Context: an optimization exercise on an open-source flow, tuned for small area, a short achievable clock period and few clock cycles. The choices shown serve that exercise and are no tape-out recipe.
Where RTL was checked, it was by simulation tests only, not by an equivalence proof against the original.
No driver is modelled on the clock port, so clocking that relies on it looks cheaper here than on a real chip.
Power is estimated from default activity; no workload was simulated.

==> inputs of run a <==
// mansos_demod
module mansos_demod (
    input  wire        clk,
    input  wire        rst,           
    input  wire        start,         
    output wire        raw_re,        
    output wire [6:0]  raw_addr,
    input  wire [7:0]  raw_rdata,
    output wire        busy,
    output reg         done,          
    output reg  [2:0]  result,
    output wire [1:0]  halt_state,
    output wire [3:0]  bit_len,
    output wire [6:0]  bit_count,
    output wire [3:0]  nbytes,
    output wire [63:0] frame_out
);
Settings: LEC_CHECK=0, CAP_MARGIN=20, CORE_MARGIN=2, CORE_UTILIZATION=40, SLEW_MARGIN=20; clock period 14.0 ns.
standard.sh (not shown) runs the stock make flow with config.mk's settings and CLKGATE_MAP_FILE= SYNTH_SCRIPT=/design/flow/synth_recipe.tcl, a recipe that flattens the netlist after the stock synthesis.
==> flow/flow/run.sh <==
#!/bin/bash
set -euo pipefail
export REPAIR_MARGIN=$(cat flow/margin.txt)
bash standard.sh synth > log_1_synth.txt 2>&1
bash standard.sh place > log_2_place.txt 2>&1
STAGE=place openroad -no_init -exit flow/repair.tcl > log_3_repair_place.txt 2>&1
bash standard.sh cts > log_4_cts.txt 2>&1
STAGE=cts openroad -no_init -exit flow/repair.tcl > log_5_repair_cts.txt 2>&1
bash standard.sh > log_6_finish.txt 2>&1
==> flow/flow/margin.txt <==
9
==> flow/flow/repair.tcl <==
# Setup repair at a tighter slack target on the placed (or clock-tree)
# database, then legalize; written back in place for the next ORFS step.
set res [pwd]/orfs/results/sky130hd/mansos_demod/base
set stage $::env(STAGE)
if { $stage == "place" } {
  set odb 3_place.odb
  set sdc 3_place.sdc
} else {
  set odb 4_cts.odb
  set sdc 4_cts.sdc
}
read_liberty $::env(FLOW_HOME)/platforms/sky130hd/lib/sky130_fd_sc_hd__tt_025C_1v80.lib
read_db $res/$odb
read_sdc $res/$sdc
source $::env(FLOW_HOME)/platforms/sky130hd/setRC.tcl
set_dont_use [get_lib_cells {sky130_fd_sc_hd__probe* sky130_fd_sc_hd__lpflow*}]
if { $stage == "cts" } {
  set_propagated_clock [all_clocks]
}
estimate_parasitics -placement
report_design_area
report_worst_slack -max
report_worst_slack -min
repair_timing -setup -setup_margin $::env(REPAIR_MARGIN) -skip_gate_cloning -verbose
detailed_placement
estimate_parasitics -placement
if { $stage == "cts" } {
  repair_timing -hold -hold_margin 0.05 -verbose
  detailed_placement
  estimate_parasitics -placement
}
check_placement
report_design_area
report_worst_slack -max
report_worst_slack -min
write_db $res/$odb
==> run b: changes against run a <==
--- a/flow/design.v
+++ b/flow/design.v
@@ -6,17 +6,17 @@
     output wire [6:0]  raw_addr,
     input  wire [7:0]  raw_rdata,
     output wire        busy,
     output reg         done,          
     output reg  [2:0]  result,
     output wire [1:0]  halt_state,
     output wire [3:0]  bit_len,
     output wire [6:0]  bit_count,
-    output wire [3:0]  nbytes,
+    output reg  [3:0]  nbytes,
     output wire [63:0] frame_out
 );
     localparam [1:0] S_PRE = 2'd0, S_DELIM = 2'd1, S_DATA = 2'd2;
     localparam [2:0] R_VALID = 3'd1, R_EXHAUSTED = 3'd2, R_BAD_DELIM = 3'd3,
                      R_LENGTH = 3'd5, R_CHECKSUM = 3'd6;
     reg        run;           
     reg        boot;          
     reg        setl;          
@@ -37,17 +37,16 @@
     reg        crc_pend;      
     reg [3:0]  oh_b;          
     reg [7:0]  oh_o;          
     reg        re_q;          
     assign busy       = run;
     assign halt_state = state;
     assign bit_len    = L;
     assign bit_count  = bit_idx;
-    assign nbytes     = (result[2] || result == R_VALID) ? bit_idx[6:3] : 4'd0;
     genvar g;
     generate
         for (g = 0; g < 8; g = g + 1) begin : g_frame
             assign frame_out[8*g +: 8] = sr[63-8*g -: 8];
         end
     endgenerate
     assign raw_re   = re_q;
     assign raw_addr = ra[6:0];
@@ -140,48 +139,37 @@
     wire [4:0] lo0   = {1'b0, rd[3:0]};
     wire [6:0] hi_p1 = rd[10:4] + 7'd1;
     wire [4:0] lo_lm = lo0 + {1'b0, L} - 5'd1;
     wire [4:0] lo_l  = lo0 + {1'b0, L};
     wire [4:0] lo_lp = lo0 + {1'b0, L} + 5'd1;
     wire [4:0] lo_8  = lo0 + 5'd8;
     wire [4:0] lo_s  = lo0 + {1'b0, new_l};
     wire [4:0] lo_n  = fast ? lo0 + 5'd4 : lo0 + 5'd1;
-    wire [7:0] ra_w  = ra + {7'd0, raw_re};
-    wire [3:0] ra_m4 = ra_w[3:0] - 4'd4;
-    function [11:0] nxt(input [4:0] lo, input [10:0] cur, input [6:0] hp, input [3:0] m4);
-        reg [10:0] n;
-        begin
-            n   = {lo[4] ? hp : cur[10:4], lo[3:0]};
-            nxt = {n[6:3] == m4, n};
-        end
+    function [10:0] nxt(input [4:0] lo, input [10:0] cur, input [6:0] hp);
+        nxt = {lo[4] ? hp : cur[10:4], lo[3:0]};
     endfunction
-    wire [11:0] n_lm = nxt(lo_lm, rd, hi_p1, ra_m4);
-    wire [11:0] n_l  = nxt(lo_l,  rd, hi_p1, ra_m4);
-    wire [11:0] n_lp = nxt(lo_lp, rd, hi_p1, ra_m4);
-    wire [11:0] n_8  = nxt(lo_8,  rd, hi_p1, ra_m4);
-    wire [11:0] n_s  = nxt(lo_s,  rd, hi_p1, ra_m4);
-    wire [11:0] n_n  = nxt(lo_n,  rd, hi_p1, ra_m4);
-    wire [11:0] n_0  = {rd[6:3] == ra_m4, rd};
-    reg [4:0]  lo_edge;
-    reg [4:0]  lo_j;
-    reg [11:0] n_j;
-    reg        f_edge;
+    wire [10:0] n_lm = nxt(lo_lm, rd, hi_p1);
+    wire [10:0] n_l  = nxt(lo_l,  rd, hi_p1);
+    wire [10:0] n_lp = nxt(lo_lp, rd, hi_p1);
+    wire [10:0] n_8  = nxt(lo_8,  rd, hi_p1);
+    wire [10:0] n_s  = nxt(lo_s,  rd, hi_p1);
+    wire [10:0] n_n  = nxt(lo_n,  rd, hi_p1);
+    wire [10:0] n_0  = rd;
+    reg [4:0] lo_edge;
+    reg [4:0] lo_j;
     integer j;
     always @* begin
         lo_edge = 5'd0;
-        f_edge  = 1'b0;
         for (j = 0; j < 8; j = j + 1) begin
             lo_j    = lo0 + 5'd6 + j[4:0];
-            n_j     = nxt(lo_j, rd, hi_p1, ra_m4);
             lo_edge = lo_edge | ({5{esel[j]}} & lo_j);
-            f_edge  = f_edge | (esel[j] & n_j[11]);
         end
     end
-    wire [11:0] n_e = {f_edge, lo_edge[4] ? hi_p1 : rd[10:4], lo_edge[3:0]};
+    wire [10:0] n_e = {lo_edge[4] ? hi_p1 : rd[10:4], lo_edge[3:0]};
     wire [4:0]  p5  = {rd[4] ^ lo_edge[4], lo_edge[3:0]};    
     reg [7:0] m1, m2;
     always @* begin
         case (L)
             4'd4:    begin m1 = 8'b1111_0000; m2 = 8'b0000_0000; end
             4'd5:    begin m1 = 8'b1111_1000; m2 = 8'b0000_0000; end
             4'd6:    begin m1 = 8'b1111_1100; m2 = 8'b0000_0000; end
             4'd7:    begin m1 = 8'b1111_1110; m2 = 8'b0000_0000; end
@@ -232,36 +220,38 @@
     function [3:0] dec4(input [1:0] x);
         dec4 = 4'd1 << x;
     endfunction
     function [7:0] dec8(input [2:0] x);
         dec8 = 8'd1 << x;
     endfunction
     wire acc_start = !run && start && !rst;
     wire stepok    = run && !setl && !exh && data_ok;
-    reg [11:0] n_v1, n_v0;
+    reg [10:0] n_v1, n_v0;
     always @* begin
         if (state == S_PRE) begin
             n_v1 = n_0;
             n_v0 = n_8;
         end else begin
             n_v1 = first ? n_l : (!past ? n_lm : n_lp);
             n_v0 = !first ? n_l : (past ? n_lm : n_lp);
         end
     end
-    wire [11:0] n_del  = e_found ? n_e : (locked ? n_0 : n_n);
-    wire [11:0] n_step = (state == S_DELIM) ? n_del : (vote ? n_v1 : n_v0);
-    wire [11:0] n_w    = stepok ? n_step : ((setl && len_ok) ? n_s : n_0);
-    wire [10:0] rd_w   = run ? n_w[10:0] : 11'd0;
+    wire [10:0] n_del  = e_found ? n_e : (locked ? n_0 : n_n);
+    wire [10:0] n_step = (state == S_DELIM) ? n_del : (vote ? n_v1 : n_v0);
+    wire [10:0] n_w    = stepok ? n_step : ((setl && len_ok) ? n_s : n_0);
+    wire [10:0] rd_w  = run ? n_w : 11'd0;
     wire       ends = setl ? !len_ok
                     : (exh || (data_ok && (
                           (state == S_DELIM && locked && !e_found)
                        || (state == S_DATA && ((zr != 3'd4) ? (bit_idx == 7'd79) : !vote)))));
     wire       run_w = acc_start || (run && !rst && !ends);
-    wire       re_w  = !run || !run_w || (!ra_w[7] && !n_w[11]);
+    wire [7:0] ra_w  = ra + {7'd0, raw_re};
+    wire [3:0] ra_m4 = ra_w[3:0] - 4'd4;
+    wire       re_w  = !run || !run_w || (!ra_w[7] && (rd_w[6:3] != ra_m4));
     wire store = (zr != 3'd4);      
     always @(posedge clk) begin
         done <= 1'b0;
         if (rst) begin
             run  <= 1'b0;
             boot <= 1'b0;
             re_q <= 1'b1;
         end else begin
@@ -291,16 +281,17 @@
         if (!run) begin
             setl   <= 1'b0;
             pol    <= 1'b1;
             locked <= 1'b0;
             cnt    <= 2'd0;
             zr     <= 3'd0;
             crc    <= 16'd0;
         end else if (boot) begin
+            nbytes  <= 4'd0;
             L       <= 4'd8;
             state   <= S_PRE;
             bit_idx <= 7'd0;
         end else if (setl) begin
             setl <= 1'b0;
             if (len_ok) begin
                 L     <= new_l;
                 state <= S_DATA;
@@ -311,22 +302,21 @@
             result <= R_EXHAUSTED;
         end else if (data_ok) begin
             case (state)
             S_PRE: begin
                 if (vote)
                     state <= S_DELIM;
             end
             S_DELIM: begin
-                if (!locked)
-                    ds <= p5;         
                 if (e_found) begin
                     pol <= ~pol;
                     if (!locked) begin
                         locked <= 1'b1;
+                        ds     <= p5;
                     end else begin
                         cnt <= cnt + 2'd1;
                         if (cnt == 2'd3)
                             setl <= 1'b1;
                     end
                 end else if (locked) begin
                     result <= R_BAD_DELIM;
                 end
@@ -334,19 +324,22 @@
             default: begin   
                 zr <= vote ? 3'd0 : zr + 3'd1;
                 if (store) begin
                     if (!bit_idx[6]) begin
                         sr <= {sr[62:0], vote};
                         crc_pend <= (bit_idx[2:0] == 3'd7);
                     end
                     bit_idx <= bit_idx + 7'd1;
-                    if (bit_idx == 7'd79)
+                    if (bit_idx == 7'd79) begin
                         result <= R_LENGTH;
+                        nbytes <= 4'd10;
+                    end
                 end else if (!vote) begin
+                    nbytes <= bit_idx[6:3];
                     if (bit_idx[6:3] != 4'd8)
                         result <= R_LENGTH;
                     else if (!crc_ok)
                         result <= R_CHECKSUM;
                     else
                         result <= R_VALID;
                 end
             end
==> flow/flow/run.sh (replaced) <==
#!/bin/bash
set -euo pipefail
export REPAIR_MARGIN="$(cat flow/margin.txt)"
bash standard.sh synth > log_1_synth.txt 2>&1
bash standard.sh place > log_2_place.txt 2>&1
STAGE=place openroad -no_init -exit flow/repair.tcl > log_3_repair_place.txt 2>&1
bash standard.sh cts > log_4_cts.txt 2>&1
STAGE=cts openroad -no_init -exit flow/repair.tcl > log_5_repair_cts.txt 2>&1
bash standard.sh > log_6_finish.txt 2>&1
==> flow/flow/margin.txt (replaced) <==
10.2 10.05
--- a/flow/flow/repair.tcl
+++ b/flow/flow/repair.tcl
@@ -16,17 +16,23 @@
 set_dont_use [get_lib_cells {sky130_fd_sc_hd__probe* sky130_fd_sc_hd__lpflow*}]
 if { $stage == "cts" } {
   set_propagated_clock [all_clocks]
 }
 estimate_parasitics -placement
 report_design_area
 report_worst_slack -max
 report_worst_slack -min
-repair_timing -setup -setup_margin $::env(REPAIR_MARGIN) -skip_gate_cloning -verbose
+if { $stage == "place" } {
+  set margin [lindex $::env(REPAIR_MARGIN) 0]
+} else {
+  set margin [lindex $::env(REPAIR_MARGIN) 1]
+}
+# -repair_tns 0: work on the worst path only, which sets the period
+repair_timing -setup -setup_margin $margin -repair_tns 0 -skip_gate_cloning -verbose
 detailed_placement
 estimate_parasitics -placement
 if { $stage == "cts" } {
   repair_timing -hold -hold_margin 0.05 -verbose
   detailed_placement
   estimate_parasitics -placement
 }
 check_placement
ABC_AREA = 1   (was not set)
==> run c: changes against run a <==
--- a/flow/design.v
+++ b/flow/design.v
@@ -6,17 +6,17 @@
     output wire [6:0]  raw_addr,
     input  wire [7:0]  raw_rdata,
     output wire        busy,
     output reg         done,          
     output reg  [2:0]  result,
     output wire [1:0]  halt_state,
     output wire [3:0]  bit_len,
     output wire [6:0]  bit_count,
-    output wire [3:0]  nbytes,
+    output reg  [3:0]  nbytes,
     output wire [63:0] frame_out
 );
     localparam [1:0] S_PRE = 2'd0, S_DELIM = 2'd1, S_DATA = 2'd2;
     localparam [2:0] R_VALID = 3'd1, R_EXHAUSTED = 3'd2, R_BAD_DELIM = 3'd3,
                      R_LENGTH = 3'd5, R_CHECKSUM = 3'd6;
     reg        run;           
     reg        boot;          
     reg        setl;          
@@ -37,17 +37,16 @@
     reg        crc_pend;      
     reg [3:0]  oh_b;          
     reg [7:0]  oh_o;          
     reg        re_q;          
     assign busy       = run;
     assign halt_state = state;
     assign bit_len    = L;
     assign bit_count  = bit_idx;
-    assign nbytes     = (result[2] || result == R_VALID) ? bit_idx[6:3] : 4'd0;
     genvar g;
     generate
         for (g = 0; g < 8; g = g + 1) begin : g_frame
             assign frame_out[8*g +: 8] = sr[63-8*g -: 8];
         end
     endgenerate
     assign raw_re   = re_q;
     assign raw_addr = ra[6:0];
@@ -140,48 +139,37 @@
     wire [4:0] lo0   = {1'b0, rd[3:0]};
     wire [6:0] hi_p1 = rd[10:4] + 7'd1;
     wire [4:0] lo_lm = lo0 + {1'b0, L} - 5'd1;
     wire [4:0] lo_l  = lo0 + {1'b0, L};
     wire [4:0] lo_lp = lo0 + {1'b0, L} + 5'd1;
     wire [4:0] lo_8  = lo0 + 5'd8;
     wire [4:0] lo_s  = lo0 + {1'b0, new_l};
     wire [4:0] lo_n  = fast ? lo0 + 5'd4 : lo0 + 5'd1;
-    wire [7:0] ra_w  = ra + {7'd0, raw_re};
-    wire [3:0] ra_m4 = ra_w[3:0] - 4'd4;
-    function [11:0] nxt(input [4:0] lo, input [10:0] cur, input [6:0] hp, input [3:0] m4);
-        reg [10:0] n;
-        begin
-            n   = {lo[4] ? hp : cur[10:4], lo[3:0]};
-            nxt = {n[6:3] == m4, n};
-        end
+    function [10:0] nxt(input [4:0] lo, input [10:0] cur, input [6:0] hp);
+        nxt = {lo[4] ? hp : cur[10:4], lo[3:0]};
     endfunction
-    wire [11:0] n_lm = nxt(lo_lm, rd, hi_p1, ra_m4);
-    wire [11:0] n_l  = nxt(lo_l,  rd, hi_p1, ra_m4);
-    wire [11:0] n_lp = nxt(lo_lp, rd, hi_p1, ra_m4);
-    wire [11:0] n_8  = nxt(lo_8,  rd, hi_p1, ra_m4);
-    wire [11:0] n_s  = nxt(lo_s,  rd, hi_p1, ra_m4);
-    wire [11:0] n_n  = nxt(lo_n,  rd, hi_p1, ra_m4);
-    wire [11:0] n_0  = {rd[6:3] == ra_m4, rd};
-    reg [4:0]  lo_edge;
-    reg [4:0]  lo_j;
-    reg [11:0] n_j;
-    reg        f_edge;
+    wire [10:0] n_lm = nxt(lo_lm, rd, hi_p1);
+    wire [10:0] n_l  = nxt(lo_l,  rd, hi_p1);
+    wire [10:0] n_lp = nxt(lo_lp, rd, hi_p1);
+    wire [10:0] n_8  = nxt(lo_8,  rd, hi_p1);
+    wire [10:0] n_s  = nxt(lo_s,  rd, hi_p1);
+    wire [10:0] n_n  = nxt(lo_n,  rd, hi_p1);
+    wire [10:0] n_0  = rd;
+    reg [4:0] lo_edge;
+    reg [4:0] lo_j;
     integer j;
     always @* begin
         lo_edge = 5'd0;
-        f_edge  = 1'b0;
         for (j = 0; j < 8; j = j + 1) begin
             lo_j    = lo0 + 5'd6 + j[4:0];
-            n_j     = nxt(lo_j, rd, hi_p1, ra_m4);
             lo_edge = lo_edge | ({5{esel[j]}} & lo_j);
-            f_edge  = f_edge | (esel[j] & n_j[11]);
         end
     end
-    wire [11:0] n_e = {f_edge, lo_edge[4] ? hi_p1 : rd[10:4], lo_edge[3:0]};
+    wire [10:0] n_e = {lo_edge[4] ? hi_p1 : rd[10:4], lo_edge[3:0]};
     wire [4:0]  p5  = {rd[4] ^ lo_edge[4], lo_edge[3:0]};    
     reg [7:0] m1, m2;
     always @* begin
         case (L)
             4'd4:    begin m1 = 8'b1111_0000; m2 = 8'b0000_0000; end
             4'd5:    begin m1 = 8'b1111_1000; m2 = 8'b0000_0000; end
             4'd6:    begin m1 = 8'b1111_1100; m2 = 8'b0000_0000; end
             4'd7:    begin m1 = 8'b1111_1110; m2 = 8'b0000_0000; end
@@ -232,36 +220,38 @@
     function [3:0] dec4(input [1:0] x);
         dec4 = 4'd1 << x;
     endfunction
     function [7:0] dec8(input [2:0] x);
         dec8 = 8'd1 << x;
     endfunction
     wire acc_start = !run && start && !rst;
     wire stepok    = run && !setl && !exh && data_ok;
-    reg [11:0] n_v1, n_v0;
+    reg [10:0] n_v1, n_v0;
     always @* begin
         if (state == S_PRE) begin
             n_v1 = n_0;
             n_v0 = n_8;
         end else begin
             n_v1 = first ? n_l : (!past ? n_lm : n_lp);
             n_v0 = !first ? n_l : (past ? n_lm : n_lp);
         end
     end
-    wire [11:0] n_del  = e_found ? n_e : (locked ? n_0 : n_n);
-    wire [11:0] n_step = (state == S_DELIM) ? n_del : (vote ? n_v1 : n_v0);
-    wire [11:0] n_w    = stepok ? n_step : ((setl && len_ok) ? n_s : n_0);
-    wire [10:0] rd_w   = run ? n_w[10:0] : 11'd0;
+    wire [10:0] n_del  = e_found ? n_e : (locked ? n_0 : n_n);
+    wire [10:0] n_step = (state == S_DELIM) ? n_del : (vote ? n_v1 : n_v0);
+    wire [10:0] n_w    = stepok ? n_step : ((setl && len_ok) ? n_s : n_0);
+    wire [10:0] rd_w  = run ? n_w : 11'd0;
     wire       ends = setl ? !len_ok
                     : (exh || (data_ok && (
                           (state == S_DELIM && locked && !e_found)
                        || (state == S_DATA && ((zr != 3'd4) ? (bit_idx == 7'd79) : !vote)))));
     wire       run_w = acc_start || (run && !rst && !ends);
-    wire       re_w  = !run || !run_w || (!ra_w[7] && !n_w[11]);
+    wire [7:0] ra_w  = ra + {7'd0, raw_re};
+    wire [3:0] ra_m4 = ra_w[3:0] - 4'd4;
+    wire       re_w  = !run || !run_w || (!ra_w[7] && (rd_w[6:3] != ra_m4));
     wire store = (zr != 3'd4);      
     always @(posedge clk) begin
         done <= 1'b0;
         if (rst) begin
             run  <= 1'b0;
             boot <= 1'b0;
             re_q <= 1'b1;
         end else begin
@@ -291,16 +281,17 @@
         if (!run) begin
             setl   <= 1'b0;
             pol    <= 1'b1;
             locked <= 1'b0;
             cnt    <= 2'd0;
             zr     <= 3'd0;
             crc    <= 16'd0;
         end else if (boot) begin
+            nbytes  <= 4'd0;
             L       <= 4'd8;
             state   <= S_PRE;
             bit_idx <= 7'd0;
         end else if (setl) begin
             setl <= 1'b0;
             if (len_ok) begin
                 L     <= new_l;
                 state <= S_DATA;
@@ -311,22 +302,21 @@
             result <= R_EXHAUSTED;
         end else if (data_ok) begin
             case (state)
             S_PRE: begin
                 if (vote)
                     state <= S_DELIM;
             end
             S_DELIM: begin
-                if (!locked)
-                    ds <= p5;         
                 if (e_found) begin
                     pol <= ~pol;
                     if (!locked) begin
                         locked <= 1'b1;
+                        ds     <= p5;
                     end else begin
                         cnt <= cnt + 2'd1;
                         if (cnt == 2'd3)
                             setl <= 1'b1;
                     end
                 end else if (locked) begin
                     result <= R_BAD_DELIM;
                 end
@@ -334,19 +324,22 @@
             default: begin   
                 zr <= vote ? 3'd0 : zr + 3'd1;
                 if (store) begin
                     if (!bit_idx[6]) begin
                         sr <= {sr[62:0], vote};
                         crc_pend <= (bit_idx[2:0] == 3'd7);
                     end
                     bit_idx <= bit_idx + 7'd1;
-                    if (bit_idx == 7'd79)
+                    if (bit_idx == 7'd79) begin
                         result <= R_LENGTH;
+                        nbytes <= 4'd10;
+                    end
                 end else if (!vote) begin
+                    nbytes <= bit_idx[6:3];
                     if (bit_idx[6:3] != 4'd8)
                         result <= R_LENGTH;
                     else if (!crc_ok)
                         result <= R_CHECKSUM;
                     else
                         result <= R_VALID;
                 end
             end
==> flow/flow/run.sh (replaced) <==
#!/bin/bash
set -euo pipefail
export REPAIR_MARGIN="$(cat flow/margin.txt)"
bash standard.sh synth > log_1_synth.txt 2>&1
bash standard.sh place > log_2_place.txt 2>&1
STAGE=place openroad -no_init -exit flow/repair.tcl > log_3_repair_place.txt 2>&1
bash standard.sh cts > log_4_cts.txt 2>&1
STAGE=cts openroad -no_init -exit flow/repair.tcl > log_5_repair_cts.txt 2>&1
bash standard.sh > log_6_finish.txt 2>&1
==> flow/flow/margin.txt (replaced) <==
11 10.3
--- a/flow/flow/repair.tcl
+++ b/flow/flow/repair.tcl
@@ -16,17 +16,23 @@
 set_dont_use [get_lib_cells {sky130_fd_sc_hd__probe* sky130_fd_sc_hd__lpflow*}]
 if { $stage == "cts" } {
   set_propagated_clock [all_clocks]
 }
 estimate_parasitics -placement
 report_design_area
 report_worst_slack -max
 report_worst_slack -min
-repair_timing -setup -setup_margin $::env(REPAIR_MARGIN) -skip_gate_cloning -verbose
+if { $stage == "place" } {
+  set margin [lindex $::env(REPAIR_MARGIN) 0]
+} else {
+  set margin [lindex $::env(REPAIR_MARGIN) 1]
+}
+# -repair_tns 0: work on the worst path only, which sets the period
+repair_timing -setup -setup_margin $margin -repair_tns 0 -skip_gate_cloning -verbose
 detailed_placement
 estimate_parasitics -placement
 if { $stage == "cts" } {
   repair_timing -hold -hold_margin 0.05 -verbose
   detailed_placement
   estimate_parasitics -placement
 }
 check_placement
ABC_AREA = 1   (was not set)
CORE_UTILIZATION = 55   (was 40)
==> qor summary <==
metric                                                          run b       run a       run c
Outcome                                      timing/DRC/antenna clean  timing/DRC/antenna clean  timing/DRC/antenna clean
Final weighted congestion in routability-driven placement       0.897       0.975       0.977
Number of nets in the finished design                            2051        1606        2078
Complex-gate fraction of the synthesized area                   0.113       0.229       0.113
Int Pwr                                                     0.00162 W   0.00189 W   0.00167 W
Part of the power in registers                                  0.243       0.234       0.236
Sequential-to-total area share from yosys stat                  0.365       0.363       0.365
Met2 Resource Use GR                                            0.334       0.346       0.477
Post-synth EDFFs                                                  121         117         121
Sequential cell count of the final layout                         186         182         186
Highest Clock Rate                                            234 MHz     195 MHz     256 MHz
Ratio of total power to cell area                          219 nW/um2  250 nW/um2  217 nW/um2
Slew at the pin closest to its max-slew limit                0.799 ns     1.06 ns    0.931 ns
Antenna fix cells                                                   1           0           0
Ratio of cells with drive above 1 in the final layout           0.101      0.0714       0.138
Floorplan core area                                         33400 um2   32600 um2   24200 um2
Clock net power                                            0.000516 W  0.000467 W  0.000504 W
GRT met1 Usage                                                  0.304       0.329       0.447
Non-Filler Cell Area, Final                                 15600 um2   15300 um2   16200 um2
Worst path bufs/invs                                                1           2           1
Post-route insts no fill                                         2450        1997        2352
Routing usage on met3                                          0.0444      0.0438      0.0444
Testbench counts of run b, summed over its fixed seeds: cycles 36,561.
Testbench counts of run c, summed over its fixed seeds: cycles 36,561.
For run a, only the layout was checked, not whether the RTL still works.

==> separate check: timing with driven ports <==
In the flow no input, the clock included, has a driving cell. The finished layouts below were timed again as built, in two steps. Step 1 sets driving cells, clkbuf_16 on the clock port and buf_2 on the other inputs (assumed; they add their load-dependent delay and slew). Step 2 times the ports against the registers' clock, not the clock port: input delays grow and output delays shrink by t, the midpoint of the rising clock arrivals with the driver on. a / b / c = ideal / step 1 / step 2; a / b = the first two.
| run | t, ns | slack for setup (ns) | worst register clock-pin slew, ns | worst data-port slew with drivers (ns) | pins driven straight from the clock port |
|---|---|---|---|---|---|
| run a | 0.500 | 8.881 / 8.881 / 8.881 | 0.08 / 0.08 | 0.04 | 1 |
| run b | 0.495 | 9.733 / 9.683 / 9.765 | 0.09 / 0.09 | 0.04 | 1 |
| run c | 0.490 | 10.091 / 10.041 / 10.329 | 0.09 / 0.09 | 0.04 | 1 |
After both steps setup and hold are still met in every run listed.
